Context: an optimization exercise on an open-source flow, tuned for small area, a short achievable clock period and few clock cycles. The choices shown serve that exercise and are no tape-out recipe. Function was checked by simulation only, so behaviour that the tests miss may differ from the original. Power is estimated from default activity; no workload was simulated.

## flow/flow/run.sh

```bash
#!/bin/bash
# The standard layout (the standard.sh: standard synthesis, floorplan,
# placement, CTS, routing), with changes to which cells are chosen only:
# - the port buffers are plain buf_2 cells instead of the delay buffer
#   buffer_ports picks by default;
# - timing repair may swap a cell for one of another footprint;
# - besides the platform's don't-use cells, the slow wide OR / NOR gates
#   (or4 or4b or4bb or3 or3b nor4 nor4b nor4bb) are not used, so that wide address decodes map to
#   NAND / NOR trees.
# ORFS's own logs stay under orfs/logs; the make output goes to standard.log.
set -euo pipefail
PLATFORM_DONT_USE="sky130_fd_sc_hd__probe_p_8 sky130_fd_sc_hd__probec_p_8 sky130_fd_sc_hd__lpflow_bleeder_1 sky130_fd_sc_hd__lpflow_clkbufkapwr_1 sky130_fd_sc_hd__lpflow_clkbufkapwr_16 sky130_fd_sc_hd__lpflow_clkbufkapwr_2 sky130_fd_sc_hd__lpflow_clkbufkapwr_4 sky130_fd_sc_hd__lpflow_clkbufkapwr_8 sky130_fd_sc_hd__lpflow_clkinvkapwr_1 sky130_fd_sc_hd__lpflow_clkinvkapwr_16 sky130_fd_sc_hd__lpflow_clkinvkapwr_2 sky130_fd_sc_hd__lpflow_clkinvkapwr_4 sky130_fd_sc_hd__lpflow_clkinvkapwr_8 sky130_fd_sc_hd__lpflow_decapkapwr_12 sky130_fd_sc_hd__lpflow_decapkapwr_3 sky130_fd_sc_hd__lpflow_decapkapwr_4 sky130_fd_sc_hd__lpflow_decapkapwr_6 sky130_fd_sc_hd__lpflow_decapkapwr_8 sky130_fd_sc_hd__lpflow_inputiso0n_1 sky130_fd_sc_hd__lpflow_inputiso0p_1 sky130_fd_sc_hd__lpflow_inputiso1n_1 sky130_fd_sc_hd__lpflow_inputiso1p_1 sky130_fd_sc_hd__lpflow_inputisolatch_1 sky130_fd_sc_hd__lpflow_isobufsrc_1 sky130_fd_sc_hd__lpflow_isobufsrc_16 sky130_fd_sc_hd__lpflow_isobufsrc_2 sky130_fd_sc_hd__lpflow_isobufsrc_4 sky130_fd_sc_hd__lpflow_isobufsrc_8 sky130_fd_sc_hd__lpflow_isobufsrckapwr_16 sky130_fd_sc_hd__lpflow_lsbuf_lh_hl_isowell_tap_1 sky130_fd_sc_hd__lpflow_lsbuf_lh_hl_isowell_tap_2 sky130_fd_sc_hd__lpflow_lsbuf_lh_hl_isowell_tap_4 sky130_fd_sc_hd__lpflow_lsbuf_lh_isowell_4 sky130_fd_sc_hd__lpflow_lsbuf_lh_isowell_tap_1 sky130_fd_sc_hd__lpflow_lsbuf_lh_isowell_tap_2 sky130_fd_sc_hd__lpflow_lsbuf_lh_isowell_tap_4 "
EXTRA_DONT_USE=" sky130_fd_sc_hd__or4_1 sky130_fd_sc_hd__or4_2 sky130_fd_sc_hd__or4_4 sky130_fd_sc_hd__or4b_1 sky130_fd_sc_hd__or4b_2 sky130_fd_sc_hd__or4b_4 sky130_fd_sc_hd__or4bb_1 sky130_fd_sc_hd__or4bb_2 sky130_fd_sc_hd__or4bb_4 sky130_fd_sc_hd__or3_1 sky130_fd_sc_hd__or3_2 sky130_fd_sc_hd__or3_4 sky130_fd_sc_hd__or3b_1 sky130_fd_sc_hd__or3b_2 sky130_fd_sc_hd__or3b_4 sky130_fd_sc_hd__nor4_1 sky130_fd_sc_hd__nor4_2 sky130_fd_sc_hd__nor4_4 sky130_fd_sc_hd__nor4b_1 sky130_fd_sc_hd__nor4b_2 sky130_fd_sc_hd__nor4b_4 sky130_fd_sc_hd__nor4bb_1 sky130_fd_sc_hd__nor4bb_2 sky130_fd_sc_hd__nor4bb_4"
bash standard.sh MATCH_CELL_FOOTPRINT=0 "BUFFER_PORTS_ARGS=-buffer_cell sky130_fd_sc_hd__buf_2" \
    "DONT_USE_CELLS=$PLATFORM_DONT_USE $EXTRA_DONT_USE" finish > standard.log 2>&1
```

## flow/standard.sh

```bash
#!/bin/bash
# synth_recipe.tcl (not shown) runs the flow's synth.tcl, then flattens the netlist and writes it again
# the make line also repeats each setting of config.mk as NAME=value (left out here)
make -C /OpenROAD-flow-scripts/flow DESIGN_CONFIG=/design/flow/config.mk WORK_HOME=/design/flow/orfs CLKGATE_MAP_FILE= SYNTH_SCRIPT=/design/flow/synth_recipe.tcl "${@:-finish}"
```

## flow/config.mk

```make
export PLATFORM = sky130hd
export DESIGN_NAME = fcsu
export DESIGN_NICKNAME = fcsu
export VERILOG_FILES = /design/flow/design.v
export SDC_FILE = /design/flow/constraint.sdc
export NUM_CORES = 4
export LEC_CHECK = 0
export CAP_MARGIN = 20
export CORE_MARGIN = 2
export CORE_UTILIZATION = 55
export CTS_BUF_LIST = sky130_fd_sc_hd__clkbuf_8
export CTS_CLUSTER_DIAMETER = 60
export CTS_CLUSTER_SIZE = 10
export PLACE_DENSITY = 0.7
export SETUP_SLACK_MARGIN = 4.5
export SLEW_MARGIN = 20
```

## flow/constraint.sdc

```tcl
create_clock -name core_clock -period 10.0 [get_ports {clk}]
set_input_delay 2.0000 -clock core_clock [delete_from_list [all_inputs] [get_ports {clk}]]
set_output_delay 2.0000 -clock core_clock [all_outputs]
set_load 0.01 [all_outputs]
```

## flow/design.v

```verilog
module fcsu (
    input  wire        clk,
    input  wire        rst,
    input  wire        h_valid,
    output wire        h_ready,
    input  wire        h_write,
    input  wire        h_word,
    input  wire [17:0] h_addr,
    input  wire [31:0] h_wdata,
    output wire        h_done,
    output wire [31:0] h_rdata,
    output reg         in_en,
    output reg         in_we,
    output reg  [3:0]  in_wmask,
    output reg  [11:0] in_addr,
    output reg  [31:0] in_wdata,
    input  wire [31:0] in_rdata,
    output reg         out_en,
    output reg         out_we,
    output reg  [3:0]  out_wmask,
    output reg  [11:0] out_addr,
    output reg  [31:0] out_wdata,
    input  wire [31:0] out_rdata
);
    localparam [3:0] ST_OK        = 4'h0;
    localparam [3:0] ST_EMPTY     = 4'h1;
    localparam [3:0] ST_LEN_MIS   = 4'h2;
    localparam [3:0] ST_UNK_ITEM  = 4'h3;
    localparam [3:0] ST_TRUNC     = 4'h4;
    localparam [3:0] ST_BAD_WIDTH = 4'h5;
    localparam [3:0] ST_TOO_LONG  = 4'h6;
    localparam [3:0] ST_INV_ARG   = 4'h7;
    localparam [3:0] ST_SMP_END   = 4'h8;
    localparam [3:0] ST_NOT_ARMED = 4'h9;
    localparam [3:0] ST_ILLEGAL   = 4'hA;
    localparam [3:0] S_IDLE = 4'd0;    
    localparam [3:0] S_RDB  = 4'd1;    
    localparam [3:0] S_ENC  = 4'd2;    
    localparam [3:0] S_DEC1 = 4'd3;    
    localparam [3:0] S_DEC2 = 4'd4;    
    localparam [3:0] S_NXW  = 4'd5;    
    localparam [3:0] S_NX2  = 4'd6;    
    localparam [3:0] S_ENC0 = 4'd7;    
    localparam [3:0] S_DIV  = 4'd8;    
    reg [3:0]  state;
    reg        mflag;      
    reg        rdv;        
    reg        el;         
    reg        rrg;        
    reg [5:0]  ra;         
    reg [1:0]  lane;       
    reg [31:0] type_r, item_r, tlen_r, hdr_r, width_r, soff_r, slen_r;
    reg [13:0] in_len;
    reg [13:0] out_len;
    reg [3:0]  status;
    reg [15:0] r_hdr;
    reg        r_esc;
    reg [15:0] r_c;        
    reg        m_t;
    reg        m_dec;
    reg        su_armed;
    reg [5:0]  su_width;
    reg [2:0]  su_bps;     
    reg [13:0] su_off;
    reg [13:0] su_count;
    reg [13:0] su_pos;
    reg [31:0] su_sample;
    reg [13:0] su_p;       
    reg        su_rv;      
    function known_item;
        input [15:0] c;
        begin
            known_item = (c == 16'h0000) || (c == 16'h0018) || (c == 16'h0020) ||
                         (c == 16'h0044) || (c == 16'h008A) || (c == 16'h00B8);
        end
    endfunction
    function [1:0] kind_of;
        input [2:0] t;
        begin
            if (!t[2])          kind_of = 2'd0;
            else if (t == 3'd4) kind_of = 2'd1;
            else if (t == 3'd5) kind_of = 2'd2;
            else                kind_of = 2'd3;
        end
    endfunction
    wire        idle    = (state == S_IDLE);
    wire        acc     = h_valid && idle;
    wire        a_reg   = (h_addr[17:8] == 10'd0);
    wire        a_in    = (h_addr[17:14] == 4'b0100) && (h_addr[13:0] < 14'd8196);
    wire        a_out   = (h_addr[17:14] == 4'b1000) && (h_addr[13:0] < 14'd8194);
    wire        a_inw   = (h_addr[17:14] == 4'b0100);
    wire        a_outw  = (h_addr[17:14] == 4'b1000);
    wire        a_fast  = (a_off == 6'h01) || (a_off == 6'h0A) ||
                          (a_off >= 6'h0B && a_off <= 6'h13) ||
                          (a_off == 6'h16) || (a_off == 6'h18);
    wire [5:0]  a_off   = h_addr[7:2];
    wire        legal   = (h_wdata[31:3] == 29'd0);
    wire [2:0]  opcode  = h_wdata[2:0];
    wire        wr_reg  = acc && h_write && a_reg;
    wire        cmd_go  = wr_reg && (a_off == 6'h00);
    wire        cmd_ok  = cmd_go && legal;
    wire        op_pack = cmd_ok && (opcode == 3'd1);
    wire        op_unp  = cmd_ok && (opcode == 3'd2);
    wire        op_ctrl = cmd_ok && (opcode == 3'd3);
    wire        op_data = cmd_ok && (opcode == 3'd4);
    wire        op_dec  = cmd_ok && (opcode == 3'd5);
    wire        op_strt = cmd_ok && (opcode == 3'd6);
    wire        op_next = cmd_ok && (opcode == 3'd7);
    wire        op_res  = cmd_ok && (opcode != 3'd0) && (opcode <= 3'd4);
    wire        in_wr   = acc && h_write && a_in;
    wire        len_wr  = wr_reg && (a_off == 6'h09);
    wire [31:0] wd = h_wdata & {32{~rst}};
    wire        pack_inv  = (type_r[31:3] != 29'd0) || tlen_r[31];
    wire        pack_esc  = type_r[2] && (tlen_r == 32'd8194);
    wire        pack_long = (tlen_r[31:13] != 19'd0);
    wire        pack_ok   = !pack_inv && (pack_esc || !pack_long);
    wire        up_ok   = (hdr_r[31:16] == 16'd0);
    wire        up_esc  = hdr_r[15] && (hdr_r[12:0] == 13'd0);
    wire        ctrl_inv  = (type_r[31:2] != 30'd0) || !known_item(item_r[15:0]) ||
                            (item_r[31:16] != 16'd0);
    wire        ctrl_long = (in_len > 14'd8187);
    wire        ctrl_ok   = !ctrl_inv && !ctrl_long;
    wire        data_inv  = (type_r[31:3] != 29'd0) || !type_r[2] ||
                            (!type_r[1] && in_len < 14'd2);
    wire        data_esc  = (in_len == 14'd8192);
    wire        data_long = !data_esc && (in_len > 14'd8189);
    wire        data_ok   = !data_inv && !data_long;
    wire        enc_dat   = idle ? (opcode != 3'd3) : mflag;
    wire [13:0] enc_total = in_len + {11'd0, !enc_dat, enc_dat, 1'b0};
    wire        enc_esc   = (opcode != 3'd3) && data_esc;
    wire [15:0] enc_word  = {type_r[2:0], enc_esc ? 13'd0 : enc_total[12:0]};
    wire        enc_ok    = (opcode == 3'd3) ? ctrl_ok : data_ok;
    wire        width_ok  = (width_r[31:6] == 26'd0) && (width_r[5:0] != 6'd0) &&
                            (width_r[5:0] <= 6'd32);
    wire [14:0] win_end   = {1'b0, soff_r[13:0]} + {1'b0, slen_r[13:0]};
    wire        win_bad   = (soff_r[31:14] != 18'd0) || (slen_r[31:14] != 18'd0) ||
                            (win_end > {1'b0, in_len});
    wire        start_ok  = width_ok && !win_bad;
    wire        start_div = (start_b == 2'd3);
    wire [5:0]  width_p7  = width_r[5:0] + 6'd7;
    wire [1:0]  start_b   = width_p7[4:3];           
    reg  [13:0] start_count;
    always @(*) begin
        case (start_b)
            2'd1:    start_count = slen_r[13:0];
            2'd2:    start_count = {1'b0, slen_r[13:1]};
            2'd3:    start_count = slen_r[13:0];    
            default: start_count = {2'b0, slen_r[13:2]};
        endcase
    end
    wire [1:0]  su_o    = su_p[1:0];
    wire        su_span = (su_bps[2] && su_o != 2'd0) ||
                          (su_bps == 3'd3 && su_o[1]) ||
                          (su_bps == 3'd2 && su_o == 2'd3);
    wire        su_oe4  = (su_bps[2] && su_o == 2'd0) ||
                          (su_bps == 3'd3 && su_o == 2'd1) ||
                          (su_bps == 3'd2 && su_o == 2'd2) ||
                          (su_bps == 3'd1 && su_o == 2'd3);
    wire        su_more = su_armed && (su_pos != su_count);
    wire        nx_slow = su_more && (!su_rv || su_span);
    wire [13:0] su_pn   = su_p + {11'd0, su_bps};
    wire [2:0]  rd_type   = m_t ? r_hdr[15:13] : 3'd0;
    wire [1:0]  rd_kind   = kind_of(rd_type);
    wire [15:0] rd_item   = (rd_type[2] && rd_type[1:0] != 2'd0) ? 16'd0 : r_c;
    wire [15:0] rd_seq    = (rd_type == 3'd5) ? r_c : 16'd0;
    wire [13:0] rd_declen = !m_t ? 14'd0 : r_esc ? 14'd8194 : {1'b0, r_hdr[12:0]};
    wire        rd_off4   = !(r_hdr[15] && r_hdr[14]);
    wire [2:0]  rd_boff   = !m_dec ? 3'd0 : rd_off4 ? 3'd4 : 3'd2;
    wire [13:0] rd_blen   = m_dec ? rd_declen - {11'd0, rd_boff} : 14'd0;
    reg [31:0] reg_rdata;
    always @(*) begin
        case (ra)
            6'h02: reg_rdata = type_r;
            6'h03: reg_rdata = item_r;
            6'h04: reg_rdata = tlen_r;
            6'h05: reg_rdata = hdr_r;
            6'h06: reg_rdata = width_r;
            6'h07: reg_rdata = soff_r;
            6'h08: reg_rdata = slen_r;
            6'h09: reg_rdata = {18'd0, in_len};
            6'h14: reg_rdata = {10'd0, su_width, 5'd0, su_bps, 7'd0, su_armed};
            6'h15: reg_rdata = {18'd0, su_off};
            6'h17: reg_rdata = {18'd0, su_pos};
            6'h19: reg_rdata = 32'h4643_5301;
            6'h1A: reg_rdata = 32'd8196;
            default: reg_rdata = 32'd0;
        endcase
    end
    wire [63:0] fd = 64'd1 << a_off;
    wire        f_c  = (fd[13] && !(rd_type[2] && rd_type[1:0] != 2'd0)) ||
                       (fd[14] && rd_type == 3'd5);
    wire        f_h  = fd[17] || (fd[18] && m_t && !r_esc);
    wire        f_dc = fd[18] && m_t && r_esc;
    wire [31:0] fast_rdata =
        ({32{fd[1]}}  & {28'd0, status}) |
        ({32{fd[10]}} & {18'd0, out_len}) |
        ({32{fd[11]}} & {30'd0, rd_kind}) |
        ({32{fd[12]}} & {29'd0, rd_type}) |
        ({32{f_c}}    & {16'd0, r_c}) |
        ({32{fd[15]}} & {29'd0, rd_boff}) |
        ({32{fd[16]}} & {18'd0, rd_blen}) |
        ({32{fd[17]}} & {16'd0, r_hdr[15:13], 13'd0}) |
        ({32{f_h}}    & {19'd0, r_hdr[12:0]}) |
        ({32{f_dc}}   & 32'd8194) |
        ({32{fd[19]}} & {31'd0, r_esc}) |
        ({32{fd[22]}} & {18'd0, su_count}) |
        ({32{fd[24]}} & su_sample);
    wire        rdb      = (state == S_RDB);
    wire [1:0]  rsel     = rdb ? lane : su_o;
    wire [63:0] rot2     = {in_rdata, in_rdata} >> {rsel, 3'b000};
    wire [31:0] rot      = rot2[31:0];
    wire [7:0]  out_byte = out_rdata[8*lane +: 8];
    wire        enc      = (state == S_ENC);
    wire [11:0] k        = out_len[11:0];
    wire [13:0] k_inc    = out_len + 14'd1;
    wire        enc_last = el;
    wire        el_next  = ({k_inc[11:0], mflag, 1'b0} >= in_len);
    wire        div      = (state == S_DIV);
    wire [2:0]  div_t    = {lane, su_count[13]};
    wire        div_q    = (div_t >= 3'd3);
    wire        div_last = (su_pos[3:0] == 4'd13);
    reg  slow_op;
    always @(*) begin
        case (opcode)
            3'd3:    slow_op = 1'b1;     
            3'd4:    slow_op = 1'b1;
            3'd5:    slow_op = 1'b1;
            3'd6:    slow_op = start_div;
            3'd7:    slow_op = nx_slow;
            default: slow_op = 1'b0;
        endcase
    end
    wire wr_slow   = h_write && (h_addr[17:16] == 2'd0) && (a_off == 6'h00) && slow_op;
    wire rd_slow   = !h_write && (!a_fast || (h_addr[17:13] != 5'd0));
    wire nx_look   = acc && h_write && (a_off == 6'h00) && (opcode == 3'd7);
    wire host_in   = acc && a_inw;
    wire host_sel  = idle && h_addr[16];     
    wire fast_done = acc && !wr_slow && !rd_slow;
    wire real_slow = (op_ctrl && ctrl_ok) || (op_data && data_ok) || op_dec ||
                     (op_next && nx_slow) || (op_strt && start_div);
    wire to_rdb    = acc && (rd_slow || (wr_slow && !real_slow));
    wire nx_step1  = (op_next && su_more && su_rv) || (state == S_NXW && su_rv);
    wire nx_step2  = (state == S_NX2);
    wire nx_fin    = (nx_step1 && !su_span) || nx_step2;
    wire su_fetch  = su_armed && !su_rv && ((idle && !h_addr[16]) || state == S_NXW);
    wire su_fetch2 = nx_look && su_more && su_rv && su_span;    
    wire su_fetch2r = (nx_step1 && su_span);
    reg done_c;
    always @(*) begin
        case (state)
            S_IDLE:  done_c = fast_done;
            S_RDB:   done_c = 1'b1;
            S_ENC:   done_c = enc_last;
            S_DEC2:  done_c = 1'b1;
            S_NXW:   done_c = su_rv && !su_span;
            S_NX2:   done_c = 1'b1;
            S_DIV:   done_c = div_last;
            default: done_c = 1'b0;
        endcase
    end
    assign h_ready = idle;
    assign h_done  = done_c;
    assign h_rdata = !rdb ? ((h_addr[12:8] == 5'd0) ? fast_rdata : 32'd0) :
                     rrg  ? reg_rdata :
                     {24'd0, rdv ? (mflag ? out_byte : rot[7:0]) : 8'd0};
    wire        eng_k    = enc || state == S_ENC0;
    wire [11:0] eng_base = eng_k ? k : su_p[13:2];
    wire        eng_inc  = enc ? mflag : (!eng_k && su_rv);
    reg  [11:0] eng_addr;
    integer b;
    always @(*) begin
        for (b = 0; b < 12; b = b + 1)
            eng_addr[b] = (state != S_DEC1) &&
                          (eng_base[b] ^ (eng_inc && ((eng_base & ((12'd1 << b) - 12'd1)) == ((12'd1 << b) - 12'd1))));
    end
    always @(*) begin
        in_en    = host_in || enc || state == S_ENC0 || state == S_DEC1 ||
                   su_fetch2 || su_fetch;
        in_we    = host_sel && h_write;
        in_wmask = h_word ? 4'hF : (4'b0001 << h_addr[1:0]);
        in_wdata = h_word ? h_wdata : {4{h_wdata[7:0]}};
        in_addr  = host_sel ? h_addr[13:2] : eng_addr;
    end
    always @(*) begin
        out_en    = 1'b0;
        out_we    = enc;
        out_wmask = 4'hF;
        out_addr  = enc ? k : h_addr[13:2];
        out_wdata[15:0]  = (mflag || k == 12'd0) ? r_c : in_rdata[15:0];
        out_wdata[31:16] = mflag ? in_rdata[15:0] : (k == 12'd0) ? item_r[15:0] : in_rdata[31:16];
        if (enc)
            out_en = 1'b1;
        else if (acc && !h_write && a_outw)
            out_en = 1'b1;
    end
    wire [15:0] dec_w    = in_rdata[15:0];
    wire [15:0] dec_c    = in_rdata[31:16];
    wire [2:0]  dec_t    = dec_w[15:13];
    wire        dec_esc  = dec_t[2] && (dec_w[12:0] == 13'd0);
    wire [13:0] dec_decl = dec_esc ? 14'd8194 : {1'b0, dec_w[12:0]};
    wire        dec_sub  = !(dec_t[2] && dec_t[1]);           
    wire        dec2     = (state == S_DEC2);
    wire        dec_empty = (in_len < 14'd2);
    wire        dec_lmis = (in_len != dec_decl);
    wire        dec_trnc = dec_sub && (in_len < 14'd4);
    wire        dec_unk  = dec_sub && (dec_t != 3'd5) && !known_item(dec_c);
    wire        dec_ok   = !dec_empty && !dec_lmis && !dec_trnc && !dec_unk;
    always @(posedge clk) begin
        if (rst) begin
            state <= S_IDLE;
        end else begin
            case (state)
                S_IDLE: begin
                    if (to_rdb)                     state <= S_RDB;
                    if (op_ctrl && ctrl_ok)         state <= S_ENC;
                    if (op_data && data_ok)         state <= S_ENC0;
                    if (op_dec)                     state <= S_DEC1;
                    if (op_next && su_more)
                        state <= !su_rv ? S_NXW : su_span ? S_NX2 : S_IDLE;
                    if (op_strt && start_div)       state <= S_DIV;
                end
                S_ENC0:  state <= S_ENC;
                S_ENC:   if (enc_last) state <= S_IDLE;
                S_DEC1:  state <= S_DEC2;
                S_NXW:   if (su_rv) state <= su_span ? S_NX2 : S_IDLE;
                S_DIV:   if (div_last) state <= S_IDLE;
                default: state <= S_IDLE;
            endcase
        end
    end
    always @(posedge clk) begin
        if (op_ctrl || op_data)
            el <= (opcode == 3'd3) ? (in_len == 14'd0) : (in_len <= 14'd2);
        else if (enc)
            el <= el_next;
        if (acc)
            mflag <= op_data || (!h_write && a_out);
        if (acc) begin
            rdv <= !h_write && (a_in || a_out);
            rrg <= !h_write && a_reg;
            ra  <= a_off;
        end
        if (acc || div)
            lane <= acc ? (h_addr[1:0] & {2{!h_write}}) : div_q ? div_t[1:0] - 2'd3 : div_t[1:0];
    end
    always @(posedge clk) begin
        if (rst || (wr_reg && a_off == 6'h02)) type_r  <= wd;
        if (rst || (wr_reg && a_off == 6'h03)) item_r  <= wd;
        if (rst || (wr_reg && a_off == 6'h04)) tlen_r  <= wd;
        if (rst || (wr_reg && a_off == 6'h05)) hdr_r   <= wd;
        if (rst || (wr_reg && a_off == 6'h06)) width_r <= wd;
        if (rst || (wr_reg && a_off == 6'h07)) soff_r  <= wd;
        if (rst || (wr_reg && a_off == 6'h08)) slen_r  <= wd;
        if (rst || (len_wr && h_wdata <= 32'd8196)) in_len <= wd[13:0];
    end
    always @(posedge clk) begin
        if (rst || op_ctrl || op_data || enc)
            out_len <= (rst || !enc) ? 14'd0 : enc_last ? enc_total : k_inc;
    end
    reg [3:0] st_nx;
    reg       st_ld;
    always @(*) begin
        st_ld = 1'b1;
        st_nx = ST_OK;
        if (cmd_go && !legal)
            st_nx = ST_ILLEGAL;
        else if (cmd_go) begin
            case (opcode)
                3'd1: st_nx = pack_inv ? ST_INV_ARG : pack_ok ? ST_OK : ST_TOO_LONG;
                3'd2: st_nx = up_ok ? ST_OK : ST_INV_ARG;
                3'd3: st_nx = ctrl_inv ? ST_INV_ARG : ctrl_long ? ST_TOO_LONG : ST_OK;
                3'd4: st_nx = data_inv ? ST_INV_ARG : data_long ? ST_TOO_LONG : ST_OK;
                3'd5: st_ld = 1'b0;
                3'd6: st_nx = !width_ok ? ST_BAD_WIDTH : win_bad ? ST_INV_ARG : ST_OK;
                3'd7: begin
                    st_nx = !su_armed ? ST_NOT_ARMED : ST_SMP_END;
                    st_ld = !su_more;
                end
                default: st_nx = ST_OK;
            endcase
        end else if (dec2)
            st_nx = dec_empty ? ST_EMPTY : dec_lmis ? ST_LEN_MIS :
                    dec_trnc ? ST_TRUNC : dec_unk ? ST_UNK_ITEM : ST_OK;
        else if (nx_fin)
            st_nx = ST_OK;
        else
            st_ld = 1'b0;
    end
    always @(posedge clk) begin
        if (rst || st_ld) status <= st_nx & {4{~rst}};
    end
    always @(posedge clk) begin
        if (rst || op_res || dec2) begin
            r_hdr <= 16'd0; r_esc <= 1'b0; m_t <= 1'b0; m_dec <= 1'b0;
            if (!rst) begin
                if (op_pack && pack_ok) begin
                    r_hdr <= {type_r[2:0], pack_esc ? 13'd0 : tlen_r[12:0]};
                    r_esc <= pack_esc;
                end
                if (op_unp && up_ok) begin
                    r_hdr <= hdr_r[15:0];
                    r_esc <= up_esc;
                    m_t   <= 1'b1;
                end
                if ((op_ctrl || op_data) && enc_ok) begin
                    r_hdr <= enc_word;
                    r_esc <= enc_esc;
                end
                if (dec2 && dec_ok) begin
                    r_hdr <= dec_w;
                    r_esc <= dec_esc;
                    m_t   <= 1'b1;
                    m_dec <= 1'b1;
                end
            end
        end
    end
    always @(posedge clk) begin
        if (rst || op_res || dec2 || enc) begin
            r_c <= 16'd0;
            if (!rst) begin
                if ((op_ctrl || op_data) && enc_ok)
                    r_c <= enc_word;
                if (dec2 && dec_ok && dec_sub)
                    r_c <= dec_c;
                if (enc && !enc_last)
                    r_c <= in_rdata[31:16];
            end
        end
    end
    wire su_dis = in_wr || len_wr;
    always @(posedge clk) begin
        if (rst || su_dis || op_strt)
            su_armed <= !rst && !su_dis && start_ok;
        if (rst || op_strt) begin
            su_width <= (start_ok && !rst) ? width_r[5:0] : 6'd0;
            su_bps   <= (start_ok && !rst) ? width_p7[5:3] : 3'd0;
            su_off   <= (start_ok && !rst) ? soff_r[13:0] : 14'd0;
            su_count <= (start_ok && !rst) ? start_count : 14'd0;
        end else if (div)
            su_count <= {su_count[12:0], div_q};
        if (rst || op_strt || nx_fin || div)
            su_pos <= (rst || op_strt || (div && div_last)) ? 14'd0 : su_pos + 14'd1;
        if (op_strt || nx_fin)
            su_p <= op_strt ? soff_r[13:0] : su_pn;
        if (rst || op_strt || su_fetch || in_en || (nx_fin && su_oe4))
            su_rv <= !rst && !op_strt && (su_fetch || su_fetch2r);
    end
    integer i;
    always @(posedge clk) begin
        for (i = 0; i < 4; i = i + 1) begin
            if (rst || op_strt || nx_step1 || (nx_step2 && i + su_o >= 4 && i < su_bps))
                su_sample[8*i +: 8] <= (!rst && !op_strt && i < su_bps &&
                                        (nx_step2 || i + su_o < 4)) ? rot[8*i +: 8] : 8'd0;
        end
    end
endmodule
```

==> run summary, run 1 <==
status=finished clean; vias=23415; Synth Area per Inst=10.29 sq um; Slew Viols, Final=0; Fin. Hold Viols=0; synth unique cells=93; non-filler instance count after layout=3344; clk slew on worst S/H paths=0.08 ns; Leakage=11.40 nW; clock tree sinks=406; largest net degree at the start of global routing=52; Detailed Route Iter0 Violations=3831; TritonCTS clock tree=yes; power share of the combinational group=18.4%; number of cells on the worst hold path=1; ys flop type=edfxtp_1; IO Count=253; Buffers on Ports=248; Antenna Nets Post-Route=0; Pint=2.827 mW; HP Class=reg -> reg; post-synth top area cell=edfxtp_1; clock power share=29.0%; clock buffer depth=3; Post-Route WL=108400 um; Critical Path Source Type=primary input; DIE HEIGHT=220.1 um; CTS Hold Bufs=0; total global-route track usage=44.13%; NetSw=1.259 mW; minimum clock period=5.587 ns; number of synthesized flops with an enable pin=402; Async SR Flop Fraction=0%; Syn Std Cell Area=25690 sq um; initial antenna violation count=6; Setup crit end kind=output port; top cells by area, synth=edfxtp_1 47%, mux2i_1 4.3%, nor2_1 4.2%, nand2_1 4.1%, mux4_2 3.5%; via density per instance=7.002; vias in the first global route=21552; VDD IR max=139.1 uV; Critical Path RT=8.00 ns; sequential share of the synthesized area=47.31%; slew at the pin with the worst max-slew slack=1.128 ns; unrepaired setup endpoints after global routing=true; area of the core=46360 sq um; FF-to-FF Start=soff_r[2]$_DFFE_PP_; CP Class=in -> out; Post-Syn Instances=2497; Routability Congestion=1.085; Area Overhead vs Synth=13.53%; synth warn=1; root buffer cell=clkbuf_8; share of layout cells above drive strength 1=20.74%; top cell type's share of synthesized area=46.99%; CP max FO=8; part of the cycle the worst path needs=55.87%; Layout Nets=2898; switching share of power=30.82%; min-delay src=type_r[0]$_DFFE_PP_; first drt pass iteration count=9; count leader, synth=edfxtp_1; Starting Density=55.41%; Die Area=48450 sq um; TritonCTS Buffers=50; dpl cells=3226; Final setup violation count=0; wire length per cell=32.41 um; Min-Delay Endpoint=r_hdr[13]$_SDFFCE_PP0P_; Reg power frac=52.7%; Rows=79; Max-cap violations=0; first-pass GRT wire length=151000 um; GR Overflow Total=0; Power Density=140.1 nW/um^2; commonest cells in the netlist=402 x edfxtp_1, 284 x nor2_1, 278 x nand2_1, 123 x o21ai_0, 110 x mux2i_1; critical path arrival=3.59 ns; Relative slew margins=24.65%; post-DP HPWL=80330 um; R2R depth=19; fmax=179.0 MHz; Reg-to-Reg End=su_count[13]$_DFFE_PP_; Synth Register Bits=406; H-tree Lvls=2; R2R setup slack=4.88 ns; number of remaining DRC errors=0; clock skew=0.03219 ns; Clock Latency Late Sink=0.70 ns; Die W=220.1 um; total negative slack=0 ns
[worst max path at each step]
stage	startpoint	to	cells after the start
floorplan	h_addr[6]	h_rdata[3]	9
global placement	h_addr[8]	h_rdata[17]	7
detailed placement	h_addr[7]	h_rdata[7]	8
CTS	r_esc$_SDFFCE_PP0P_	h_rdata[10]	13
global route	h_addr[7]	h_rdata[12]	11
finish	h_addr[3]	h_rdata[1]	10
[worst max-delay path, cell delays in order]
cell and delay, ns:
buf_12 0.11, nor2b_4 0.12, nand2_2 0.10, o22ai_2 0.09, a22oi_2 0.23, nor2_4 0.09
buf_12 0.16, a2111oi_4 0.33, o221ai_1 0.15, buf_2 0.19
[metal layers]
metal	vias to the layer above	GRT usage [%]	routed length (um)
li1	9768	-	-
met1	11261	57.49	38710
met2	1943	65.06	45500
met3	435	12.84	16030
met4	8	27.11	8082
met5	-	0	55
[power groups by stage]
stage / Clock (mW) / Sequential [mW] / Combinational, mW
global route: 1.24 / 2.15 / 0.797
global placement: 0 / 2.17 / 0.674
floorplan: 0 / 2.09 / 0.458
detailed placement: 0 / 2.17 / 0.691
finish: 1.18 / 2.15 / 0.751
CTS: 1.18 / 2.14 / 0.720
[cells by family after synthesis]
kind of cell    count (synthesis)  share of synthesized area (%)
simple gates                  986                          18.68
compound gates                531                          14.51
mux                           179                          9.075
xor+xnor                      102                          3.478
other cells                     1                        0.01460
flops                         406                          47.31
buf+inv                       234                          3.989
fa+ha+maj                      58                          2.942
[timing repair]
action | in CTS | in global routing
pin swaps | 26 | 20
setup endpoints to repair | 49 | 73
setup buffers | 36 | 10
gates resized for setup | 104 | 26
cloned | 3 | 1
[layout by cell type (no fill, tap or decap), types with 37 or more instances in the layout]
cell type,netlist,layout
nand2_1,278,273
nor2b_1,71,67
a22o_1,50,50
a221oi_1,40,37
ha_1,54,54
mux2i_1,110,110
edfxtp_1,402,402
clkbuf_8,0,51
xnor2_1,72,71
nand3_1,82,81
a21oi_1,109,106
buf_4,18,71
nor2_1,284,275
mux4_2,40,40
o21ai_0,123,110
nand4_1,42,42
buf_2,26,241
nor3_1,50,42
inv_1,64,66
and2_1,46,42
[state kept, by name (all words and copies together) (netlist names), 3 cells and up]
signal / count
state: 4
item_r: 32
slen_r: 32
su_bps: 3
soff_r: 32
su_pos: 14
tlen_r: 32
r_hdr: 16
r_c: 16
su_width: 6
su_sample: 32
su_off: 14
ra: 6
su_count: 14
status: 4
su_p: 14
hdr_r: 32
out_len: 14
in_len: 14
width_r: 32
type_r: 32
[metrics by stage]
stage                     worst slack, ns  total power, mW  util [%]  cell area [sq um]  hold WS, ns
after global routing                4.365            4.189     62.89              29160       0.6916
final                               4.413            4.086     62.91              29160       0.7004
after CTS                           4.472            4.038     62.47              28960       0.6755
after detailed placement            3.753            2.865     58.88              27300       0.6660
after floorplan                     4.514            2.544         -              25730       0.5438
after global placement              3.584            2.848     58.87              27290       0.6739
[area by class of cell]
type | instances | area, sq um
Multi-Input combinational cell | 1860 | 12930
Sequential cell | 406 | 12160
Tap cell | 607 | 759.5
Timing Repair Buffer | 338 | 2192
Inverter | 65 | 246.5
Clock buffer | 51 | 701.9
Antenna cell | 3 | 7.507
Clock inverter | 14 | 172.7
Fill cell | 3825 | 17200
Testbench counts, summed over its fixed seeds: cycles 126,101.
==> run 2: changes to the inputs <==
--- a/flow/config.mk
+++ b/flow/config.mk
@@ -12,5 +12,5 @@
 export CTS_CLUSTER_DIAMETER = 60
 export CTS_CLUSTER_SIZE = 10
 export PLACE_DENSITY = 0.7
-export SETUP_SLACK_MARGIN = 4.5
+export SETUP_SLACK_MARGIN = 4.3
 export SLEW_MARGIN = 20
==> run 2 against run 1 <==
Still clean; sequential power hardly changed; clock skew is 0.028 ns higher; count of clock-buffer cells in the layout is 2 lower; synthesized cell count stayed put; critical path type unchanged; largest power group unchanged; highest routed layer unchanged.
==> run summary, run 2 <==
Top delay family on crit path=compound AO/OA/AOI/OAI gates (unchanged); TritonCTS Buffers=48 (was 50); root buffer cell=clkbuf_8 (unchanged); ys flop type=edfxtp_1 (unchanged); Pint=2.742 mW (was 2.827 mW); Die Area=48450 sq um (unchanged); Critical Path Source Type=primary input (unchanged); synth warn=1 (unchanged); GR Overflow Total=0 (unchanged); unrepaired setup endpoints after global routing=true (unchanged); Rows=79 (unchanged); top cell type's share of synthesized area=46.99% (unchanged); peak per-stage delay on the critical path=0.40 ns (was 0.33 ns); Max-cap violations=0 (unchanged); met2 Use GR=66.77% (was 65.06%); gr busiest metal=met2 (unchanged); design area=28580 sq um (was 29160 sq um); Detailed Route Iter0 Violations=3987 (was 3831); Placed Area=27320 sq um (was 27300 sq um); minimum clock period=5.662 ns (was 5.587 ns); R2R depth=17 (was 19); part of the cycle the worst path needs=56.62% (was 55.87%); most frequent cells in the layout=402 x edfxtp_1, 277 x nand2_1, 277 x nor2_1, 242 x buf_2, 116 x o21ai_0 (was 402 x edfxtp_1, 275 x nor2_1, 273 x nand2_1, 241 x buf_2); most common library cell in the layout ignoring fill and taps=edfxtp_1 (unchanged); vias=23394 (was 23415); via density per instance=7.042 (was 7.002); Clock Latency Late Sink=0.70 ns (about the same); fmax=176.6 MHz (was 179.0 MHz); number of cells on the worst hold path=2 (was 1); Slew Viols, Final=0 (unchanged); Fin. Hold Viols=0 (unchanged); CP Class=in -> out (unchanged); met3 usage=12.85% (was 12.84%); crit-path cells=buf_6 > nand2b_4 > nor3_1 > buf_4 > a222oi_1 > o21ai_1 > a221oi_2 > o221ai_1 > buf_2 (was buf_12 > nor2b_4 > nand2_2 > o22ai_2 > a22oi_2 > nor2_4 > buf_12 > a2111oi_4 > o221ai_1 > buf_2); clock power share=27.5% (was 29.0%); total negative slack=0 ns (unchanged); Syn Std Cell Area=25690 sq um (unchanged); dpl cells=3232 (was 3226); post-DP HPWL=81890 um (was 80330 um); sequential share of the synthesized area=47.31% (unchanged); HP Class=reg -> reg (unchanged); clock skew=0.06000 ns (was 0.03219 ns); critical path arrival=3.66 ns (was 3.59 ns); Buffers on Ports=248 (unchanged); Reg power frac=54.1% (was 52.7%); clock buffer depth=3 (unchanged); Die W=220.1 um (unchanged); Min-Delay Endpoint=r_hdr[13]$_SDFFCE_PP0P_ (unchanged); Setup crit end kind=output port (unchanged); TritonCTS clock tree=yes (unchanged); post-synth top area cell=edfxtp_1 (unchanged); first drt pass iteration count=8 (was 9); Power Density=139.4 nW/um^2 (was 140.1 nW/um^2); post-layout util=61.66% (was 62.91%); routing usage on met1=57.47% (was 57.49%); Routability Congestion=1.040 (was 1.085); initial antenna violation count=7 (was 6); first-pass GRT wire length=150600 um (was 151000 um); IO Count=253 (unchanged); synth unique cells=93 (unchanged); non-filler instance count after layout=3322 (was 3344); Final setup violation count=0 (unchanged); Reg-to-Reg End=su_count[4]$_DFFE_PP_ (was su_count[13]$_DFFE_PP_); slew at the pin with the worst max-slew slack=1.191 ns (was 1.128 ns); status=finished clean (unchanged); DIE HEIGHT=220.1 um (unchanged); Synth Area per Inst=10.29 sq um (unchanged); min-delay src=hdr_r[13]$_DFFE_PP_ (was type_r[0]$_DFFE_PP_); top cells by area, synth=edfxtp_1 47%, mux2i_1 4.3%, nor2_1 4.2%, nand2_1 4.1%, mux4_2 3.5% (unchanged); total power=3.984 mW (was 4.086 mW); Async SR Flop Fraction=0% (unchanged); Antenna Nets Post-Route=0 (unchanged); NetSw=1.242 mW (was 1.259 mW); Worst path slowest cell=a222oi_1 (was a2111oi_4); Area Overhead vs Synth=11.27% (was 13.53%); H-tree Lvls=2 (unchanged); clk slew on worst S/H paths=0.07 ns (was 0.08 ns); vias in the first global route=21354 (was 21552); number of remaining DRC errors=0 (unchanged); switching share of power=31.17% (was 30.82%); number of synthesized flops with an enable pin=402 (unchanged); total global-route track usage=44.00% (was 44.13%); share of layout cells above drive strength 1=19.02% (was 20.74%); Layout Nets=2871 (was 2898); Synth Register Bits=406 (unchanged); largest net degree at the start of global routing=52 (unchanged); Relative slew margins=20.41% (was 24.65%); CP max FO=14 (was 8); commonest cells in the netlist=402 x edfxtp_1, 284 x nor2_1, 278 x nand2_1, 123 x o21ai_0, 110 x mux2i_1 (unchanged); wire length per cell=32.70 um (was 32.41 um); VDD IR max=127.5 uV (was 139.1 uV); R2R setup slack=4.61 ns (was 4.88 ns); clock tree sinks=406 (unchanged); Starting Density=55.41% (unchanged); Post-Syn Instances=2497 (unchanged); FF-to-FF Start=soff_r[1]$_DFFE_PP_ (was soff_r[2]$_DFFE_PP_); area of the core=46360 sq um (unchanged); Leakage=11.12 nW (was 11.40 nW); Critical Path RT=8.00 ns (about the same); power share of the combinational group=18.4% (about the same); WP buf/inv=3 (unchanged); Post-Route WL=108600 um (was 108400 um); count leader, synth=edfxtp_1 (unchanged); CTS Hold Bufs=0 (unchanged)
run 2: cell count changes in the layout (fill, tap and decap cells not counted), sizes merged:
cell | before | now
and2 | 47 | 48
buf | 333 | 312
bufinv | 3 | 1
clkbuf | 56 | 49
diode | 3 | 7
inv | 70 | 73
run 2: power by group through the flow:
stage               logic, mW  clock network (mW)  registers (mW)
finish                  0.733                1.10            2.15
global route            0.779                1.15            2.15
CTS                     0.703                1.09            2.14
detailed placement      0.691                   0            2.18
global placement        0.675                   0            2.18
floorplan               0.458                   0            2.09
run 2: routing by layer:
layer | vias up | part of all wire [%]
li1 | 9725 | -
met1 | 11264 | 35
met2 | 2006 | 44
met3 | 393 | 15
met4 | 6 | 6.2
met5 | - | 0.038
run 2: area by class of cell:
type	instances	area, sq um
multi-input combinational	1861	12810
clock inverter	15	118.9
clock buffer	49	674.4
fill	3867	17780
inverter	65	244.0
sequential	406	12150
antenna	7	17.52
timing repair buffer	312	1808
tap	607	759.5
run 2: worst min-delay path, cell delays in order (launching register included):
cell and delay (ns):
edfxtp_1 0.38, a22o_1 0.14, a21o_1 0.09
run 2: through the flow:
stage / setup slack [ns] / hold slack [ns]
2_1_floorplan: 4.320 / 0.5438
3_3_place_gp: 3.393 / 0.6885
3_5_place_dp: 3.298 / 0.6793
4_1_cts: 4.181 / 0.6932
5_1_grt: 4.175 / 0.7339
6_report: 4.338 / 0.7072
run 2: timing repair:
item                                    in CTS  in global routing
endpoints found under the setup margin      43                 49
resized for setup                           47                 39
cloned                                       0                  1
setup buffers                                5                 13
pin swaps                                    4                 15
run 2: how the worst max path moves through the flow:
stage                    start         end  slack, ns  cells past startpoint
2_1_floorplan        h_addr[6]  h_rdata[4]       4.32                      9
3_3_place_gp         h_addr[2]  h_rdata[1]       3.39                      8
3_5_place_dp         h_addr[2]  h_rdata[1]       3.30                      8
4_1_cts              h_addr[6]  h_rdata[1]       4.18                     10
5_1_grt        ra[2]$_DFFE_PP_  h_rdata[1]       4.17                     10
6_report             h_addr[2]  h_rdata[5]       4.34                      9
run 2: logic make-up (layout without fill, tap and decap cells):
group / after synthesis / in the layout / share of synthesized area [%]
XOR/XNOR: 102 / 102 / 3.478
AND/OR/NAND/NOR: 986 / 987 / 18.68
multiplexers: 179 / 179 / 9.075
AO/OA/AOI/OAI: 531 / 531 / 14.51
buffers and inverters: 234 / 441 / 3.989
flip-flops: 406 / 406 / 47.31
other: 1 / 11 / 0.01460
adder cells (fa/ha/maj): 58 / 58 / 2.942
==> run 3: changes to the inputs <==
==> flow/config.mk (replaced) <==
export PLATFORM = sky130hd
export DESIGN_NAME = fcsu
export DESIGN_NICKNAME = fcsu
export VERILOG_FILES = /design/flow/design.v
export SDC_FILE = /design/flow/constraint.sdc
export NUM_CORES = 4
export LEC_CHECK = 0
export CAP_MARGIN = 20
export CORE_MARGIN = 2
export CORE_UTILIZATION = 50
export CTS_BUF_LIST = sky130_fd_sc_hd__clkbuf_4
export CTS_CLUSTER_DIAMETER = 40
export CTS_CLUSTER_SIZE = 8
export PLACE_DENSITY = 0.65
export SETUP_SLACK_MARGIN = 4.5
export SLEW_MARGIN = 20
==> run 3 against run 2 <==
Sequential power about the same; wire length up 2.3%; count of clock-buffer cells in the layout up 35.
==> run summary, run 3 <==
Post-Syn Instances=2497 (unchanged); HP Class=reg -> reg (unchanged); fmax=178.3 MHz (was 176.6 MHz); IO Count=253 (unchanged); Synth Register Bits=406 (unchanged); switching share of power=30.97% (was 31.17%); part of the cycle the worst path needs=56.09% (was 56.62%); Starting Density=50.27% (was 55.41%); total negative slack=0 ns (unchanged); share of layout cells above drive strength 1=23.71% (was 19.02%); H-tree Lvls=3 (was 2); post-synth top area cell=edfxtp_1 (unchanged); status=finished clean (unchanged); critical path arrival=3.61 ns (was 3.66 ns); Routability Congestion=1.040 (about the same); VDD IR max=95.17 uV (was 127.5 uV); Pint=2.924 mW (was 2.742 mW); Leakage=11.62 nW (was 11.12 nW); post-DP HPWL=82720 um (was 81890 um); initial antenna violation count=13 (was 7); vias in the first global route=21863 (was 21354); clock power share=31.2% (was 27.5%); sequential share of the synthesized area=47.31% (unchanged); vias=23551 (was 23394); design area=29840 sq um (was 28580 sq um); Rows=83 (was 79); wire length per cell=31.85 um (was 32.70 um); minimum clock period=5.609 ns (was 5.662 ns); largest net degree at the start of global routing=52 (unchanged); Clock Latency Late Sink=0.89 ns (was 0.70 ns); Final Hold Slack=0.6963 ns (was 0.7072 ns); Final setup violation count=0 (unchanged); count leader, synth=edfxtp_1 (unchanged); root buffer cell=clkbuf_4 (was clkbuf_8); top cells by area, synth=edfxtp_1 47%, mux2i_1 4.3%, nor2_1 4.2%, nand2_1 4.1%, mux4_2 3.5% (unchanged); clock skew=0.08607 ns (was 0.06000 ns); Power Density=142.0 nW/um^2 (was 139.4 nW/um^2); TritonCTS clock tree=yes (unchanged); TritonCTS Buffers=74 (was 48); Slew Viols, Final=0 (unchanged); DIE HEIGHT=230.7 um (was 220.1 um); CP Class=in -> out (unchanged); Relative slew margins=20.67% (was 20.41%); clk slew on worst S/H paths=0.10 ns (was 0.07 ns); Reg power frac=50.8% (was 54.1%); commonest cells in the netlist=402 x edfxtp_1, 284 x nor2_1, 278 x nand2_1, 123 x o21ai_0, 110 x mux2i_1 (unchanged); Area Overhead vs Synth=16.16% (was 11.27%); slew at the pin with the worst max-slew slack=1.187 ns (was 1.191 ns); via density per instance=6.750 (was 7.042); area of the core=51090 sq um (was 46360 sq um); power share of the combinational group=18.0% (was 18.4%); Max-cap violations=0 (unchanged); dpl cells=3301 (was 3232); synth unique cells=93 (unchanged); Die Area=53200 sq um (was 48450 sq um); Critical Path RT=8.00 ns (about the same); Antenna Nets Post-Route=0 (unchanged); CP max FO=8 (was 14); ys flop type=edfxtp_1 (unchanged); Detailed Route Iter0 Violations=3445 (was 3987); number of synthesized flops with an enable pin=402 (unchanged); Async SR Flop Fraction=0% (unchanged); NetSw=1.312 mW (was 1.242 mW); number of remaining DRC errors=0 (unchanged); synth warn=1 (unchanged); most common library cell in the layout ignoring fill and taps=edfxtp_1 (unchanged); Layout Nets=2939 (was 2871); Critical Path Source Type=primary input (unchanged); clock buffer depth=3 (unchanged); first drt pass iteration count=9 (was 8); first-pass GRT wire length=153800 um (was 150600 um); Synth Area per Inst=10.29 sq um (unchanged); Post-Route WL=111100 um (was 108600 um); Setup crit end kind=output port (unchanged); top cell type's share of synthesized area=46.99% (unchanged); Fin. Hold Viols=0 (unchanged); Buffers on Ports=248 (unchanged); unrepaired setup endpoints after global routing=true (unchanged); clock tree sinks=406 (unchanged); most frequent cells in the layout=402 x edfxtp_1, 274 x nor2_1, 269 x nand2_1, 241 x buf_2, 109 x mux2i_1 (was 402 x edfxtp_1, 277 x nand2_1, 277 x nor2_1, 242 x buf_2, 116 x o21ai_0); Die W=230.7 um (was 220.1 um); Syn Std Cell Area=25690 sq um (unchanged); total global-route track usage=40.68% (was 44.00%); GR Overflow Total=0 (unchanged); Placed Area=27410 sq um (was 27320 sq um); non-filler instance count after layout=3489 (was 3322)
run 3: cell count changes in the layout (fill, tap and decap cells not counted), moves of 9 or more:
cell,delta
clkbuf_4,+85
clkbuf_8,-49
buf_12,+13
o21ai_0,-16
clkinv_1,+9
buf_4,+19
o21ai_1,+13
run 3: timing repair:
item,4_1_cts,5_1_grt
setup endpoints to repair,36,78
buffers inserted,46,15
resized for setup,125,83
pin swaps,39,46
gates cloned,3,1
hold buffers,0,0
run 3: worst paths after layout:
path | startpoint | end | slack, ns | cells after the start
setup / recovery | h_addr[3] | h_rdata[14] | 4.39 | 11
hold / removal | hdr_r[13]$_DFFE_PP_ | r_hdr[13]$_SDFFCE_PP0P_ | 0.70 | 2
setup reg to reg | soff_r[2]$_DFFE_PP_ | su_count[7]$_DFFE_PP_ | 4.85 | 16
hold reg to reg | hdr_r[13]$_DFFE_PP_ | r_hdr[13]$_SDFFCE_PP0P_ | 0.70 | 2
run 3: metrics by stage:
| step | total power [mW] | util (%) | setup slack, ns |
|---|---|---|---|
| after floorplan | 2.544 | - | 4.514 |
| after global placement | 2.859 | 53.64 | 3.702 |
| after detailed placement | 2.875 | 53.65 | 3.711 |
| after CTS | 4.184 | 57.37 | 4.415 |
| after global routing | 4.345 | 58.38 | 4.363 |
| final | 4.236 | 58.40 | 4.391 |
run 3: layout make-up:
type	count	area [sq um]
multi-input combinational	1861	13160
inverter	65	249.0
antenna	4	10.01
timing repair buffer	354	2365
clock buffer	84	630.6
fill	4472	21260
sequential	406	12160
tap	680	850.8
clock inverter	35	405.4
run 3: routing by layer:
metal  global-route usage [%]  up-vias  routed length (um)
met5                        0        -                  98
met4                    22.76       16                7273
met3                    12.34      398               14700
met2                    61.78     1798               48370
met1                    51.94    11423               40700
li1                         -     9916                   -
run 3: cells by family after synthesis:
| logic type | synth area share [%] |
|---|---|
| fa+ha+maj | 2.942 |
| flops | 47.31 |
| compound gates | 14.51 |
| mux | 9.075 |
| buf+inv | 3.989 |
| other cells | 0.01460 |
| simple gates | 18.68 |
| xor+xnor | 3.478 |
run 3: power groups by stage:
stage                     logic, mW  registers, mW  clock network, mW
after detailed placement      0.695           2.18                  0
after global placement        0.680           2.18                  0
after global routing          0.804           2.15               1.39
after CTS                     0.727           2.14               1.32
final                         0.762           2.15               1.32
after floorplan               0.458           2.09                  0
run 3: critical path, stage by stage:
cell and delay, ns:
buf_12 0.12, nor2b_4 0.12, nand2_2 0.11, o22ai_2 0.10, a22oi_2 0.20, nor2_4 0.06, buf_12 0.14, clkbuf_16 0.15
a222oi_1 0.34, o21ai_1 0.11, buf_2 0.15
==> run 4: changes to the inputs <==
==> flow/flow/run.sh (replaced) <==
#!/bin/bash
# The standard layout (the standard.sh: standard synthesis, floorplan,
# placement, CTS, routing), with changes to which cells are chosen only:
# - the port buffers are plain buf_1 cells instead of the delay buffer
#   buffer_ports picks by default;
# - timing repair may swap a cell for one of another footprint;
# - besides the platform's don't-use cells, the slow wide OR / NOR gates
#   (or4 or4b or4bb or3 or3b nor4 nor4b nor4bb) are not used, so that wide address decodes map to
#   NAND / NOR trees.
# ORFS's own logs stay under orfs/logs; the make output goes to standard.log.
set -euo pipefail
PLATFORM_DONT_USE="sky130_fd_sc_hd__probe_p_8 sky130_fd_sc_hd__probec_p_8 sky130_fd_sc_hd__lpflow_bleeder_1 sky130_fd_sc_hd__lpflow_clkbufkapwr_1 sky130_fd_sc_hd__lpflow_clkbufkapwr_16 sky130_fd_sc_hd__lpflow_clkbufkapwr_2 sky130_fd_sc_hd__lpflow_clkbufkapwr_4 sky130_fd_sc_hd__lpflow_clkbufkapwr_8 sky130_fd_sc_hd__lpflow_clkinvkapwr_1 sky130_fd_sc_hd__lpflow_clkinvkapwr_16 sky130_fd_sc_hd__lpflow_clkinvkapwr_2 sky130_fd_sc_hd__lpflow_clkinvkapwr_4 sky130_fd_sc_hd__lpflow_clkinvkapwr_8 sky130_fd_sc_hd__lpflow_decapkapwr_12 sky130_fd_sc_hd__lpflow_decapkapwr_3 sky130_fd_sc_hd__lpflow_decapkapwr_4 sky130_fd_sc_hd__lpflow_decapkapwr_6 sky130_fd_sc_hd__lpflow_decapkapwr_8 sky130_fd_sc_hd__lpflow_inputiso0n_1 sky130_fd_sc_hd__lpflow_inputiso0p_1 sky130_fd_sc_hd__lpflow_inputiso1n_1 sky130_fd_sc_hd__lpflow_inputiso1p_1 sky130_fd_sc_hd__lpflow_inputisolatch_1 sky130_fd_sc_hd__lpflow_isobufsrc_1 sky130_fd_sc_hd__lpflow_isobufsrc_16 sky130_fd_sc_hd__lpflow_isobufsrc_2 sky130_fd_sc_hd__lpflow_isobufsrc_4 sky130_fd_sc_hd__lpflow_isobufsrc_8 sky130_fd_sc_hd__lpflow_isobufsrckapwr_16 sky130_fd_sc_hd__lpflow_lsbuf_lh_hl_isowell_tap_1 sky130_fd_sc_hd__lpflow_lsbuf_lh_hl_isowell_tap_2 sky130_fd_sc_hd__lpflow_lsbuf_lh_hl_isowell_tap_4 sky130_fd_sc_hd__lpflow_lsbuf_lh_isowell_4 sky130_fd_sc_hd__lpflow_lsbuf_lh_isowell_tap_1 sky130_fd_sc_hd__lpflow_lsbuf_lh_isowell_tap_2 sky130_fd_sc_hd__lpflow_lsbuf_lh_isowell_tap_4 "
EXTRA_DONT_USE=" sky130_fd_sc_hd__or4_1 sky130_fd_sc_hd__or4_2 sky130_fd_sc_hd__or4_4 sky130_fd_sc_hd__or4b_1 sky130_fd_sc_hd__or4b_2 sky130_fd_sc_hd__or4b_4 sky130_fd_sc_hd__or4bb_1 sky130_fd_sc_hd__or4bb_2 sky130_fd_sc_hd__or4bb_4 sky130_fd_sc_hd__or3_1 sky130_fd_sc_hd__or3_2 sky130_fd_sc_hd__or3_4 sky130_fd_sc_hd__or3b_1 sky130_fd_sc_hd__or3b_2 sky130_fd_sc_hd__or3b_4 sky130_fd_sc_hd__nor4_1 sky130_fd_sc_hd__nor4_2 sky130_fd_sc_hd__nor4_4 sky130_fd_sc_hd__nor4b_1 sky130_fd_sc_hd__nor4b_2 sky130_fd_sc_hd__nor4b_4 sky130_fd_sc_hd__nor4bb_1 sky130_fd_sc_hd__nor4bb_2 sky130_fd_sc_hd__nor4bb_4"
bash standard.sh MATCH_CELL_FOOTPRINT=0 "BUFFER_PORTS_ARGS=-buffer_cell sky130_fd_sc_hd__buf_1" \
    "DONT_USE_CELLS=$PLATFORM_DONT_USE $EXTRA_DONT_USE" finish > standard.log 2>&1
--- a/flow/config.mk
+++ b/flow/config.mk
@@ -8,9 +8,9 @@
 export CAP_MARGIN = 20
 export CORE_MARGIN = 2
 export CORE_UTILIZATION = 50
-export CTS_BUF_LIST = sky130_fd_sc_hd__clkbuf_4
-export CTS_CLUSTER_DIAMETER = 40
-export CTS_CLUSTER_SIZE = 8
+export CTS_BUF_LIST = sky130_fd_sc_hd__clkbuf_8
+export CTS_CLUSTER_DIAMETER = 60
+export CTS_CLUSTER_SIZE = 10
 export PLACE_DENSITY = 0.65
 export SETUP_SLACK_MARGIN = 4.5
 export SLEW_MARGIN = 20
==> run 4 against run 3 <==
Still clean; global-route usage is 1.0 points higher; flip-flop and latch count stayed put; wire length is 2.0% higher; non-clock buffer count is 6 higher; worst setup slack worse by 0.0083 ns; die area stayed put; clock skew is 0.035 ns lower; maximum frequency is 0.15% lower; design area is 1.4% lower; synthesized area stayed put; count of clock-buffer cells in the layout is 33 lower; critical path type unchanged; highest routed layer unchanged.
==> run summary, run 4 <==
crit-path cells=buf_1 > mux4_2 > mux2i_1 > o221ai_2 > buf_2 (was buf_12 > nor2b_4 > nand2_2 > o22ai_2 > a22oi_2 > nor2_4 > buf_12 > clkbuf_16 > a222oi_1 > o21ai_1 > buf_2); NetSw=1.287 mW (was 1.312 mW); first drt pass iteration count=9 (unchanged); first-pass GRT wire length=157700 um (was 153800 um); Power Density=140.4 nW/um^2 (was 142.0 nW/um^2); fmax=178.0 MHz (was 178.3 MHz); final worst setup slack=4.383 ns (was 4.391 ns); clock buffer depth=3 (unchanged); sequential share of the synthesized area=47.31% (unchanged); Starting Density=50.27% (unchanged); total power=4.133 mW (was 4.236 mW); clk slew on worst S/H paths=0.07 ns (was 0.10 ns); Top delay family on crit path=buffers and inverters (was compound AO/OA/AOI/OAI gates); root buffer cell=clkbuf_8 (was clkbuf_4); switching share of power=31.15% (was 30.97%); power share of the combinational group=18.1% (was 18.0%); number of remaining DRC errors=0 (unchanged); dpl cells=3306 (was 3301); Die W=230.7 um (unchanged); CP max FO=9 (was 8); Placed Area=27150 sq um (was 27410 sq um); TritonCTS clock tree=yes (unchanged); Pint=2.846 mW (was 2.924 mW); Max-cap violations=0 (unchanged); synth unique cells=93 (unchanged); Slew Viols, Final=0 (unchanged); unrepaired setup endpoints after global routing=true (unchanged); Reg power frac=52.2% (was 50.8%); clock power share=29.7% (was 31.2%); clock skew=0.05091 ns (was 0.08607 ns); slew at the pin with the worst max-slew slack=1.218 ns (was 1.187 ns); total negative slack=0 ns (unchanged); most frequent cells in the layout=402 x edfxtp_1, 274 x nor2_1, 269 x nand2_1, 202 x buf_1, 110 x mux2i_1 (was 402 x edfxtp_1, 274 x nor2_1, 269 x nand2_1, 241 x buf_2, 109 x mux2i_1); Layout Nets=2920 (was 2939); non-filler instance count after layout=3443 (was 3489); CP Class=in -> out (unchanged); Buffers on Ports=248 (unchanged); number of synthesized flops with an enable pin=402 (unchanged); post-DP HPWL=85160 um (was 82720 um); Routability Congestion=0.9954 (was 1.040); Syn Std Cell Area=25690 sq um (unchanged); vias in the first global route=21505 (was 21863); Setup crit end kind=output port (unchanged); R2R depth=17 (was 16); min-delay src=width_r[5]$_DFFE_PP_ (was hdr_r[13]$_DFFE_PP_); initial antenna violation count=9 (was 13); post-synth top area cell=edfxtp_1 (unchanged); H-tree Lvls=2 (was 3); ys flop type=edfxtp_1 (unchanged); Synth Register Bits=406 (unchanged); Clock Latency Late Sink=0.70 ns (was 0.89 ns); HP Class=reg -> reg (unchanged); Post-Route WL=113400 um (was 111100 um); Synth Area per Inst=10.29 sq um (unchanged); Die Area=53200 sq um (unchanged); critical path arrival=3.62 ns (was 3.61 ns); IO Count=253 (unchanged); CTS Hold Bufs=0 (unchanged); R2R setup slack=5.00 ns (was 4.85 ns); Reg-to-Reg End=su_count[13]$_DFFE_PP_ (was su_count[7]$_DFFE_PP_); clock tree sinks=406 (unchanged); Relative slew margins=18.51% (was 20.67%); largest net degree at the start of global routing=52 (unchanged); Detailed Route Iter0 Violations=3383 (was 3445); most common library cell in the layout ignoring fill and taps=edfxtp_1 (unchanged); DIE HEIGHT=230.7 um (unchanged); Min-Delay Endpoint=su_width[5]$_SDFFCE_PN0N_ (was r_hdr[13]$_SDFFCE_PP0P_); total global-route track usage=41.68% (was 40.68%); Antenna Nets Post-Route=0 (unchanged); WP buf/inv=2 (was 4); Area Overhead vs Synth=14.59% (was 16.16%); count leader, synth=edfxtp_1 (unchanged); VDD IR max=127.0 uV (was 95.17 uV); peak per-stage delay on the critical path=0.58 ns (was 0.34 ns); pre-CTS setup slack=3.347 ns (was 3.711 ns); commonest cells in the netlist=402 x edfxtp_1, 284 x nor2_1, 278 x nand2_1, 123 x o21ai_0, 110 x mux2i_1 (unchanged); vias=23478 (was 23551); number of cells on the worst hold path=1 (was 2); Critical Path RT=8.00 ns (about the same); Async SR Flop Fraction=0% (unchanged); area of the core=51090 sq um (unchanged); Post-Syn Instances=2497 (unchanged); via density per instance=6.819 (was 6.750); top cell type's share of synthesized area=46.99% (unchanged); FF-to-FF Start=slen_r[1]$_DFFE_PP_ (was soff_r[2]$_DFFE_PP_); share of layout cells above drive strength 1=15.04% (was 23.71%); design area=29430 sq um (was 29840 sq um); Critical Path Source Type=primary input (unchanged); Fin. Hold Viols=0 (unchanged); Rows=83 (unchanged); Leakage=10.98 nW (was 11.62 nW); Worst path slowest cell=buf_1 (was a222oi_1); top cells by area, synth=edfxtp_1 47%, mux2i_1 4.3%, nor2_1 4.2%, nand2_1 4.1%, mux4_2 3.5% (unchanged); synth warn=1 (unchanged); TritonCTS Buffers=50 (was 74); Final setup violation count=0 (unchanged); GR Overflow Total=0 (unchanged); minimum clock period=5.617 ns (was 5.609 ns); wire length per cell=32.92 um (was 31.85 um); status=finished clean (unchanged); part of the cycle the worst path needs=56.17% (was 56.09%)
[run 4: final cells by class]
cell class	instances	area (sq um)
timing repair buffer	360	2151
antenna	4	10.01
inverter	65	256.5
clock inverter	17	212.7
tap	680	850.8
clock buffer	51	701.9
fill	4511	21660
sequential	406	12160
multi-input combinational	1860	13100
[run 4: worst max path at each step]
| stage | start | end | slack (ns) | depth (start not counted) |
|---|---|---|---|---|
| global route | h_addr[6] | h_rdata[2] | 4.35 | 11 |
| finish | in_rdata[8] | h_rdata[0] | 4.38 | 5 |
| global placement | h_addr[2] | h_rdata[0] | 3.38 | 8 |
| floorplan | h_addr[6] | h_rdata[3] | 4.51 | 9 |
| detailed placement | h_addr[2] | h_rdata[0] | 3.35 | 8 |
| CTS | h_addr[7] | h_rdata[12] | 4.44 | 11 |
[run 4: what timing repair did]
action	CTS	global route
setup buffers	41	20
gates resized for setup	157	89
gates cloned	3	1
pin swaps	35	48
setup endpoints to repair	35	79
[run 4: metal layers]
metal / vias up / part of all wire [%] / global-route usage [%]
li1: 9808 / - / -
met1: 11553 / 37 / 54.83
met2: 1748 / 44 / 64.71
met3: 363 / 13 / 11.29
met4: 6 / 5.7 / 18.59
met5: - / 0.036 / 0
[run 4: per-stage QoR]
step / util (%) / hold slack, ns
after floorplan: - / 0.5438
after global placement: 53.13 / 0.6788
after detailed placement: 53.14 / 0.6864
after CTS: 56.66 / 0.7074
after global routing: 57.59 / 0.7149
final: 57.61 / 0.7026
[run 4: cell families (layout without fill, tap and decap cells)]
| group | count (synthesis) | count (layout) | share of synthesized area (%) |
|---|---|---|---|
| AOI/OAI and AO/OA | 531 | 531 | 14.51 |
| xor gates and xnor gates | 102 | 102 | 3.478 |
| adders and majority gates | 58 | 58 | 2.942 |
| buffers and inverters | 234 | 493 | 3.989 |
| DFF | 406 | 406 | 47.31 |
| muxes | 179 | 179 | 9.075 |
| other | 1 | 8 | 0.01460 |
| and+or+nand+nor | 986 | 986 | 18.68 |
[run 4: power by group through the flow]
stage | sequential [mW] | combinational, mW | clock [mW]
global placement | 2.18 | 0.671 | 0
CTS | 2.14 | 0.717 | 1.23
floorplan | 2.09 | 0.458 | 0
detailed placement | 2.18 | 0.685 | 0
finish | 2.16 | 0.748 | 1.23
global route | 2.16 | 0.797 | 1.29
[run 4: worst reg2reg max path, cell delays in order (launching register included)]
cell and delay [ns]:
edfxtp_1 0.54, ha_1 0.35, a211o_1 0.31, a21oi_1 0.20, o21ai_0 0.17, a41o_1 0.29, o41ai_2 0.36, o21bai_1 0.12
a21oi_1 0.18, xnor2_1 0.14, ha_1 0.27, a21oi_1 0.25, nand4bb_1 0.13, o221ai_1 0.28, o2111ai_2 0.38, nor2_4 0.57
nand3_1 0.13, o21ai_0 0.16

==> separate check: timing with driven ports <==
The flow's constraints put no driver on any port. The routed layouts listed below were extracted and timed again, unchanged, in two steps.
Step 1, drivers: a clkbuf_16 drives clk and a buf_2 each remaining input, both assumed.
Step 2 adds t to the input delays and takes it off the output delays; t is the mean of the earliest and latest rising clock arrival at the registers after step 1. Input paths then give back, and output paths get back, about the clock's delay inside the block.
Three values: no drivers, after step 1, after step 2; two values: the first two.
| run | t, ns | slack for setup (ns) | worst setup path at the end | clock arrival spread, ns |
|---|---|---|---|---|
| run 1 | 0.740 | 4.413 / 4.324 / 4.324 | input to output | 0.034 / 0.034 |
| run 2 | 0.727 | 4.338 / 4.290 / 4.252 | input to register | 0.060 / 0.060 |
| run 3 | 0.904 | 4.391 / 4.326 / 4.326 | input to output | 0.087 / 0.087 |
| run 4 | 0.736 | 4.383 / 4.317 / 4.317 | input to output | 0.052 / 0.052 |
After both steps every run listed still meets setup and hold. For run 1, which loses most, drivers alone change the setup slack by -0.089 ns; drivers and shift together by -0.089 ns.
